Source: an optimization exercise on an open RTL-to-GDS flow (aim: small area, a short achievable clock period and few clock cycles per item). Production flows keep margins and buffers that such runs may drop.
The RTL was checked by simulation tests, not by an equivalence proof against the original design.
Power figures rest on the tool's default switching activity, not on a simulated workload.

== job 101 ==
## beep_filter
module beep_filter (
  input                    clk,
  input                    rst,
  input                    start,
  input      [31:0]        sample_rate,
  input      [31:0]        cutoff,
  output     [7:0]         tan_addr,
  input      [15:0]        tan_data,
  output                   ready,
  output reg               done,
  output reg               err,
  output reg [7:0]         tidx,
  output reg [15:0]        wc,
  output reg signed [15:0] z1_re,
  output reg signed [15:0] z1_im,
  output reg signed [15:0] z2_re,
  output reg signed [15:0] z2_im,
  output reg signed [15:0] a1,
  output reg signed [15:0] a2,
  output reg signed [15:0] b0,
  output reg signed [15:0] b1,
  output reg signed [15:0] b2,
  output reg [31:0]        sum_a
);
Size: about 600 flip-flops, roughly 290 I/O pins.
export LEC_CHECK = 0
export CAP_MARGIN = 20
export CORE_MARGIN = 2
export CORE_UTILIZATION = 40
export CTS_BUF_LIST = sky130_fd_sc_hd__clkbuf_4 sky130_fd_sc_hd__clkbuf_8
export PLACE_DENSITY = 0.6
export SLEW_MARGIN = 20
create_clock -name core_clock -period 15.0 [get_ports {clk}]
run.sh (not shown) runs the stock make flow with config.mk's settings and CLKGATE_MAP_FILE= SYNTH_SCRIPT=/design/flow/synth_recipe.tcl, a recipe that flattens the netlist after the stock synthesis.
Testbench counts of job 101, summed over its fixed seeds: cycles 13,832, designs 512.
Modified inputs, job 102 compared to job 101
# job 101
export LEC_CHECK = 0
export CAP_MARGIN = 20
export CORE_MARGIN = 2
export CORE_UTILIZATION = 40
export CTS_BUF_LIST = sky130_fd_sc_hd__clkbuf_4 sky130_fd_sc_hd__clkbuf_8
export PLACE_DENSITY = 0.6
export SLEW_MARGIN = 20
create_clock -name core_clock -period 15.0 [get_ports {clk}]
# job 102
export LEC_CHECK = 0
export CAP_MARGIN = 20
export CORE_MARGIN = 2
export CORE_UTILIZATION = 40
export PLACE_DENSITY = 0.6
export SLEW_MARGIN = 20
create_clock -name core_clock -period 15.0 [get_ports {clk}]
### Flow results
- Going from job 101 to job 102, overall power of the completed layout ~0 delta; post-layout instance area shows no meaningful change.
- Final setup slack of the worst path came out higher on job 102 than on job 101.
- Job 101 -> job 102: number of max-cap violations delta 0, exact match
- The relative contribution of combinational cells to total power was comparable across job 102 and job 101.
- Job 102 was carried through to the last stage, and its layout satisfied the timing, DRC and antenna checks.


old:
Another version of the RTL of beep_filter (not shown whole).
For scale: about 6,000 cells after synthesis, about 600 flip-flops, ~290 I/O pins.
==> flow/design.v (excerpt) <==
module beep_filter (
  input                    clk,
  input                    rst,
  input                    start,
  input      [31:0]        sample_rate,
  input      [31:0]        cutoff,
  output     [7:0]         tan_addr,
  input      [15:0]        tan_data,
  output                   ready,
  output reg               done,
  output reg               err,
  output reg [7:0]         tidx,
  output reg [15:0]        wc,
  output reg signed [15:0] z1_re,
  output reg signed [15:0] z1_im,
  output reg signed [15:0] z2_re,
  output reg signed [15:0] z2_im,
  output reg signed [15:0] a1,
  output reg signed [15:0] a2,
  output reg signed [15:0] b0,
  output reg signed [15:0] b1,
  output reg signed [15:0] b2,
  output reg [31:0]        sum_a
);
  reg        ph_idle, ph_t0, ph_tdiv, ph_wld, ph_y1, ph_sq, ph_ld1,
             ph_z1, ph_z2, ph_pf, ph_fin;
  reg [2:0]  cnt;
  reg        cz;           
  reg        pinit;        
  reg [31:0] dv;           
  reg [31:0] r0, r1;       
  reg [15:0] q0, q1;       
  reg        q8;           
  reg        clp;          
  reg [1:0]  chi;          
  reg [7:0]  tq;           
  reg [15:0] w;            
  reg [14:0] y1;
  reg        nz;
  reg [15:0] u2;           
  reg [30:0] ss, sk;       
  reg [14:0] h0, h1;       
  reg [15:0] abar;         
  reg [17:0] abar3;        
  reg [15:0] bq;           
  reg [17:0] bq3;          
  reg        sa1, sa2, sa3, sal, sb1, sb2, sb3;
  reg [33:0] pacc;         
  reg [31:0] m0s, m0c;     
  reg [1:0]  s0r;          
  assign ready    = ph_idle;
  assign tan_addr = tq;
  wire z1_end = ph_z1 & cz;
  wire z2_end = ph_z2 & cz;
  wire start_ok = ph_idle & start & (sample_rate != 32'd0);
  wire [31:0] fmax   = dv >> 2;
  wire [31:0] cut    = {chi, r0[31:2]};
  wire        c_zero = (cut == 32'd0);
  wire [31:0] fdif;
  wire        fnb;                                    
  beep_add #(32) u_cmp (.a(fmax), .b(~cut), .ci(1'b1), .s(fdif), .co(fnb));
  wire        c_eq   = (cut == fmax);
  wire        c_big  = ~fnb;
  function [63:0] csa;
    input [31:0] a, b, c;
    begin
      csa[31:0]  = a ^ b ^ c;
      csa[63:32] = ((a & b) | (a & c) | (b & c)) << 1;
    end
  endfunction
  wire [31:0] r0n, r1n;
  wire [1:0]  g0, g1;
  beep_div u_d0 (.r(r0), .d(dv), .rn(r0n), .q(g0));
  ...
make LEC_CHECK=0 CAP_MARGIN=20 CORE_MARGIN=2 CORE_UTILIZATION=65 PLACE_DENSITY=0.8 SLEW_MARGIN=20 finish   # period 15.0 ns
Testbench counts of old, summed over its fixed seeds: cycles 13,832, designs 512.
> inputs changed (old -> new)
-- flow/config.mk --
<<< old, line 9
export CORE_MARGIN = 2
export CORE_UTILIZATION = 65
export PLACE_DENSITY = 0.8
export SLEW_MARGIN = 20
>>> new, line 9
export CORE_MARGIN = 2
export CORE_UTILIZATION = 40
export PLACE_DENSITY = 0.6
export SLEW_MARGIN = 20
==> comparison <==
- Fmax was lower in the run labelled old.
- Compare old and new | floorplan die area higher: new
- new vs old, post-layout minimum cycle time went down by 0.14 ns.

-- re-timing with driven ports --
No port has a modelled driver above. Below, the same layouts with a new extraction and two added sets of constraints. Step 1: set_driving_cell puts a clkbuf_16 on clk and a buf_2 on each other input, an assumption about the parent block. Step 2 also shifts input and output timing later by t, the mid clock arrival at the registers, as if the neighbouring blocks saw the same clock. a / b / c = no drivers / after step 1 / after step 2; a / b = the first two.
run | t (ns) | slack for setup (ns) | clock arrival spread, ns | worst slew at a driven data input, ns
job 101 | 0.889 | 9.657 / 9.657 / 9.544 | 0.070 / 0.071 | 0.07
job 102 | 0.760 | 9.686 / 9.686 / 9.546 | 0.040 / 0.041 | 0.07
old | 0.715 | 9.186 / 9.186 / 9.186 | 0.062 / 0.062 | 0.10
new | 0.734 | 9.330 / 9.330 / 9.330 | 0.041 / 0.041 | 0.26
After both steps setup and hold are still met in every run listed. The setup slack of job 102, which loses most, moves by 0.000 ns with the drivers and by -0.140 ns with both steps.
